This is an optimization exercise on Yosys and OpenROAD, whose aim is small area, a short achievable clock period and few clock cycles per item, not a production implementation. RTL that was checked went through simulation tests only; none was proved equivalent to the original. Power is estimated from default activity; no workload was simulated.

JK:
// jmp
module jmp (
    input  wire        clk,
    input  wire        rst,           
    input  wire        load,
    input  wire [31:0] load_size,
    input  wire        start,
    input  wire        setq,
    input  wire [7:0]  setq_val,
    output wire        mem_re,
    output wire [31:0] mem_addr,
    input  wire [7:0]  mem_rdata,
    output wire        qt_we,
    output wire [10:0] qt_addr,
    output wire [7:0]  qt_wdata,
    output wire [15:0] status,
    output wire [31:0] size_o,
    output wire [7:0]  qfactor,
    output wire [31:0] offset_o,
    output wire [7:0]  width_blocks,
    output wire [7:0]  height_blocks,
    output wire [7:0]  type_o,
    output wire        precision,
    output wire [15:0] restart_interval,
    output wire [31:0] header_len,
    output wire [31:0] scan_off,
    output wire [31:0] scan_len
);
==> flow/config.mk <==
export PLATFORM = sky130hd
export DESIGN_NAME = jmp
export DESIGN_NICKNAME = jmp
export VERILOG_FILES = /design/flow/design.v
export SDC_FILE = /design/flow/constraint.sdc
export NUM_CORES = 4
export LEC_CHECK = 0
export CAP_MARGIN = 20
export CORE_MARGIN = 2
export CORE_UTILIZATION = 55
export CTS_BUF_LIST = sky130_fd_sc_hd__clkbuf_8
export PLACE_DENSITY = 0.65
export SETUP_SLACK_MARGIN = 4.8
export SLEW_MARGIN = 20
==> flow/constraint.sdc <==
create_clock -name core_clock -period 8.0 [get_ports {clk}]
set_input_delay 1.6000 -clock core_clock [delete_from_list [all_inputs] [get_ports {clk}]]
set_output_delay 1.6000 -clock core_clock [all_outputs]
set_load 0.01 [all_outputs]
standard.sh (not shown) runs the stock make flow with config.mk's settings and CLKGATE_MAP_FILE= SYNTH_SCRIPT=/design/flow/synth_recipe.tcl, a recipe that flattens the netlist after the stock synthesis.
==> flow/flow/run.sh <==
#!/bin/bash
# The standard layout (the standard.sh: standard synthesis, floorplan, place, CTS, route,
# finish), with the I/O port buffers made from sky130_fd_sc_hd__buf_1 instead of the default
# cell buffer_ports picks. Every port still gets its own buffer.
set -euo pipefail
bash standard.sh "BUFFER_PORTS_ARGS=-buffer_cell sky130_fd_sc_hd__buf_1" finish > standard_make.log 2>&1
diff inputs: JK => MS
- SETUP_SLACK_MARGIN changed from 4.8 to 4.3
==> summary.txt <==
- Diff JK -> MS: CTS sink count saw little to no change, transition time at the pin with the least slew margin increased by 0.17 ns relative to the old numbers, clock network area share went up by 0.39 points, maximum fanout count along the critical path picked up an extra 1.
- Power share of the combinational group is lower on MS
- MS against JK; maximum achievable frequency is down by a few percent.
- JK → MS: cell count along the critical path shrank by 1, design area shrank by 1200 sq um, wire length shrank by about 1.8%.
- MS against JK: length in cells of the worst reg-to-reg path fell by 5, post-route clock period utilization rose 1.4 points.
No run of this note included a check of the RTL's function; only the layout flow was run.

Another version of the RTL of jmp (not shown whole).
Size: roughly 1800 cells after synthesis, roughly 330 I/O pins.
==> flow/design.v (excerpt) <==
module jmp (
    input  wire        clk,
    input  wire        rst,           
    input  wire        load,
    input  wire [31:0] load_size,
    input  wire        start,
    input  wire        setq,
    input  wire [7:0]  setq_val,
    output wire        mem_re,
    output wire [31:0] mem_addr,
    input  wire [7:0]  mem_rdata,
    output wire        qt_we,
    output wire [10:0] qt_addr,
    output wire [7:0]  qt_wdata,
    output wire [15:0] status,
    output wire [31:0] size_o,
    output wire [7:0]  qfactor,
    output wire [31:0] offset_o,
    output wire [7:0]  width_blocks,
    output wire [7:0]  height_blocks,
    output wire [7:0]  type_o,
    output wire        precision,
    output wire [15:0] restart_interval,
    output wire [31:0] header_len,
    output wire [31:0] scan_off,
    output wire [31:0] scan_len
);
export LEC_CHECK = 0
export CAP_MARGIN = 20
export CORE_MARGIN = 2
export CORE_UTILIZATION = 55
export PLACE_DENSITY = 0.65
export SETUP_SLACK_MARGIN = 4.6
export SLEW_MARGIN = 20
export TNS_END_PERCENT = 0
create_clock -name core_clock -period 8.0 [get_ports {clk}]
Scripts as last shown in full above: flow/flow/run.sh
Testbench counts at the start, summed over its fixed seeds: cycles 78,442, items 320.
==> next run, changes <==
==> flow/flow/run.sh (replaced) <==
#!/bin/bash
# The standard layout (the standard.sh: standard synthesis, floorplan, place, CTS, route,
# finish), with two changes to how it is built:
#  - the I/O port buffers are sky130_fd_sc_hd__buf_1 instead of the cell buffer_ports picks
#    by default; every port still gets its own buffer;
#  - clock tree synthesis inserts no dummy loads.
set -euo pipefail
bash standard.sh \
  "BUFFER_PORTS_ARGS=-buffer_cell sky130_fd_sc_hd__buf_1" \
  "CTS_ARGS=-sink_clustering_enable -repair_clock_nets -dont_use_dummy_load -sink_clustering_size 14 -sink_clustering_max_diameter 60 -buf_list sky130_fd_sc_hd__clkbuf_8" \
  finish > standard_make.log 2>&1
Settings changed: SETUP_SLACK_MARGIN 4.6 to 4.75.
Result: Total power fell by about a fifth. Wire length climbs slightly. Count of clock-buffer cells in the layout is lower by 10. Global-route usage rose by 0.59 points. Clock skew grows by 27 ps. Cell area goes down slightly. Via count is about the same. Critical path depth is higher by 3. Cell count fell slightly. Hold slack is worse by 6.0 ps.
==> next run, changes <==
==> flow/flow/run.sh (replaced) <==
#!/bin/bash
# The standard layout (the standard.sh: standard synthesis, floorplan, place, CTS, route,
# finish), with the I/O port buffers made from sky130_fd_sc_hd__buf_1 instead of the default
# cell buffer_ports picks. Every port still gets its own buffer.
set -euo pipefail
bash standard.sh "BUFFER_PORTS_ARGS=-buffer_cell sky130_fd_sc_hd__buf_1" finish > standard_make.log 2>&1
Settings changed: CTS_BUF_LIST from default to sky130_fd_sc_hd__clkbuf_8, SETUP_SLACK_MARGIN 4.75 to 4.6.
Count of clock-buffer cells in the layout rose by 20; core utilization went up by 0.43 points; die area does not change; cell area is higher slightly.
==> next run, changes <==
Settings changed: CORE_UTILIZATION 55 to 65, PLACE_DENSITY 0.65 to 0.75.
Outcome: Worst setup slack gets worse by 83 ps. Total power falls by 0.66%. Fmax came out lower by 2.3%. Clock power hardly moves. Cell count fell by 2.4%. Core utilization went up by 12 points. Hold slack improved by 37 ps. Synthesized area is unchanged. Sequential share of layout area barely changes. Design area barely changes. Via count grows by 2.8%.
==> next run, changes <==
==> flow/flow/run.sh (replaced) <==
#!/bin/bash
# The standard layout (the standard.sh: standard synthesis, floorplan, place, CTS, route,
# finish), with two changes to how it is built:
#  - the I/O port buffers are sky130_fd_sc_hd__buf_2 instead of the cell buffer_ports picks
#    by default; every port still gets its own buffer;
#  - clock tree synthesis inserts no dummy loads.
set -euo pipefail
bash standard.sh \
  "BUFFER_PORTS_ARGS=-buffer_cell sky130_fd_sc_hd__buf_2" \
  "CTS_ARGS=-sink_clustering_enable -repair_clock_nets -dont_use_dummy_load -sink_clustering_size 14 -sink_clustering_max_diameter 60 -buf_list sky130_fd_sc_hd__clkbuf_8" \
  finish > standard_make.log 2>&1
Settings changed: CORE_UTILIZATION 65 to 55, PLACE_DENSITY 0.75 to 0.65.
Effect: Power shrinks by about 13%. Register-to-register slack got worse by 20 ps. Cell area shrinks by 0.75%. Final cell count stays flat. Combinational power grows by about 2%. Wire length grows by 1.8%.
==> next run, changes <==
==> flow/flow/run.sh (replaced) <==
#!/bin/bash
# The standard layout (the standard.sh: standard synthesis, floorplan, place, CTS, route,
# finish), with two changes to how it is built:
#  - the I/O port buffers are sky130_fd_sc_hd__buf_1 instead of the cell buffer_ports picks
#    by default; every port still gets its own buffer;
#  - clock tree synthesis inserts no dummy loads.
set -euo pipefail
bash standard.sh \
  "BUFFER_PORTS_ARGS=-buffer_cell sky130_fd_sc_hd__buf_1" \
  "CTS_ARGS=-sink_clustering_enable -repair_clock_nets -dont_use_dummy_load -sink_clustering_size 14 -sink_clustering_max_diameter 60 -buf_list sky130_fd_sc_hd__clkbuf_8" \
  finish > standard_make.log 2>&1
Settings changed: CTS_BUF_LIST sky130_fd_sc_hd__clkbuf_8 to default, PLACE_DENSITY 0.65 to 0.8.
- design area came out lower by about 1.4%
- power drops by about 1.6%
- routed wire length falls by 3.6%
- clock skew increases by 64 ps
- die area does not change

run 4:
jmp, a different RTL version from the one above (not shown whole).
Size: about 240 flip-flops.
## jmp
module jmp (
    input  wire        clk,
    input  wire        rst,           
    input  wire        load,
    input  wire [31:0] load_size,
    input  wire        start,
    input  wire        setq,
    input  wire [7:0]  setq_val,
    output wire        mem_re,
    output wire [31:0] mem_addr,
    input  wire [7:0]  mem_rdata,
    output wire        qt_we,
    output wire [10:0] qt_addr,
    output wire [7:0]  qt_wdata,
    output wire [15:0] status,
    output wire [31:0] size_o,
    output wire [7:0]  qfactor,
    output wire [31:0] offset_o,
    output wire [7:0]  width_blocks,
    output wire [7:0]  height_blocks,
    output wire [7:0]  type_o,
    output wire        precision,
    output wire [15:0] restart_interval,
    output wire [31:0] header_len,
    output wire [31:0] scan_off,
    output wire [31:0] scan_len
);
    localparam [2:0] ST_IDLE  = 3'd0,
                     ST_BUSY  = 3'd1,
                     ST_OK    = 3'd2,
                     ST_FAIL  = 3'd3,
                     ST_FAULT = 3'd4;
    localparam [5:0] C_NO_SOF        = 6'h10,
                     C_NO_DQT        = 6'h11,
                     C_ZERO_BLOCKS   = 6'h12,
                     C_SOF_SHORT     = 6'h13,
                     C_SOF_LENGTH    = 6'h14,
                     C_SOF_PRECISION = 6'h15,
                     C_SOF_DIMENSION = 6'h16,
                     C_SOF_NCOMP     = 6'h17,
                     C_SOF_SAMP_1ST  = 6'h18,
                     C_SOF_SAMP_OTH  = 6'h19,
                     C_SOF_QT_MISM   = 6'h1A,
                     C_SOF_REPEATED  = 6'h20,
                     C_SOS_TRUNC     = 6'h21,
                     C_SCAN_BEYOND   = 6'h22;
    localparam [4:0] S_SEARCH = 5'd0,    
                     S_CODE   = 5'd1,    
                     S_LHI    = 5'd2,    
                     S_LLO    = 5'd3,    
                     S_DQH    = 5'd4,    
                     S_DQT    = 5'd5,    
                     S_DQEND  = 5'd6,    
                     S_DQE2   = 5'd7,    
                     S_DRI2   = 5'd8,    
                     S_DRI3   = 5'd9,    
  ...
export LEC_CHECK = 0
export CAP_MARGIN = 20
export CORE_MARGIN = 2
export CORE_UTILIZATION = 40
export SLEW_MARGIN = 20
create_clock -name core_clock -period 8.0 [get_ports {clk}]
==> flow/flow/run.sh <==
#!/bin/bash
# The standard layout (the standard.sh: standard synthesis, floorplan, place, CTS, route,
# finish), with the I/O port buffers made from sky130_fd_sc_hd__buf_2 instead of the default
# cell buffer_ports picks. Every port still gets its own buffer.
set -euo pipefail
bash standard.sh "BUFFER_PORTS_ARGS=-buffer_cell sky130_fd_sc_hd__buf_2" finish > standard_make.log 2>&1
> inputs changed (run 4 -> run 3)
Settings: SETUP_SLACK_MARGIN now 4.3, previously not set.
[summary]
- The critical path data arrival time reported for run 3 is smaller than that of run 4 by 850 ps.
- Status: global-route track usage on met2 parity (run 4, run 3)
- Lower critical path depth goes to run 3 over run 4.
- Relative to run 4, area share of buffers outside the clock network has increased by 1.7 points in run 3.
- Re number of tap instances: no difference whatsoever between run 3 and run 4.
- The power per cell area of run 3 and that of run 4 are within noise of each other.
No functional check of the RTL was part of any run of this note.

-- separate check: timing with driven ports --
No port has a modelled driver above. Below, the same layouts with a new extraction and two added sets of constraints. Step 1 (the two cells are an assumption about what drives the block):
set clk [get_ports {clk}]
set_driving_cell -lib_cell sky130_fd_sc_hd__clkbuf_16 $clk
set_driving_cell -lib_cell sky130_fd_sc_hd__buf_2 [delete_from_list [all_inputs] $clk]
Step 2, shift: input delay + t, output delay - t, t = (earliest + latest rising clock arrival at the registers) / 2. This alone moves slack from input paths to output paths. a / b / c = no drivers / after step 1 / after step 2; a / b = the first two.
run	t (ns)	slack for setup (ns)	clock arrival spread, ns	worst register clock-pin slew, ns
JK	0.624	4.445 / 4.445 / 3.821	0.019 / 0.020	0.07 / 0.07
MS	0.635	4.332 / 4.350 / 3.715	0.018 / 0.018	0.07 / 0.07
the first run of note 2	0.609	4.354 / 4.384 / 3.774	0.020 / 0.019	0.07 / 0.07
the second run of note 2	0.640	4.424 / 4.429 / 3.789	0.046 / 0.046	0.10 / 0.10
the third run of note 2	0.631	4.389 / 4.418 / 3.787	0.026 / 0.026	0.07 / 0.07
the fourth run of note 2	0.611	4.305 / 4.333 / 3.722	0.045 / 0.046	0.07 / 0.07
the fifth run of note 2	0.640	4.276 / 4.302 / 3.662	0.047 / 0.048	0.10 / 0.10
the sixth run of note 2	0.611	4.359 / 4.378 / 3.767	0.112 / 0.112	0.10 / 0.10
run 4	0.641	3.289 / 3.289 / 3.059	0.021 / 0.020	0.07 / 0.07
run 3	0.629	4.226 / 4.244 / 3.614	0.035 / 0.035	0.08 / 0.08
After both steps setup and hold are still met in every run listed. The setup slack of the second run of note 2, which loses most, moves by +0.005 ns with the drivers and by -0.635 ns with both steps.
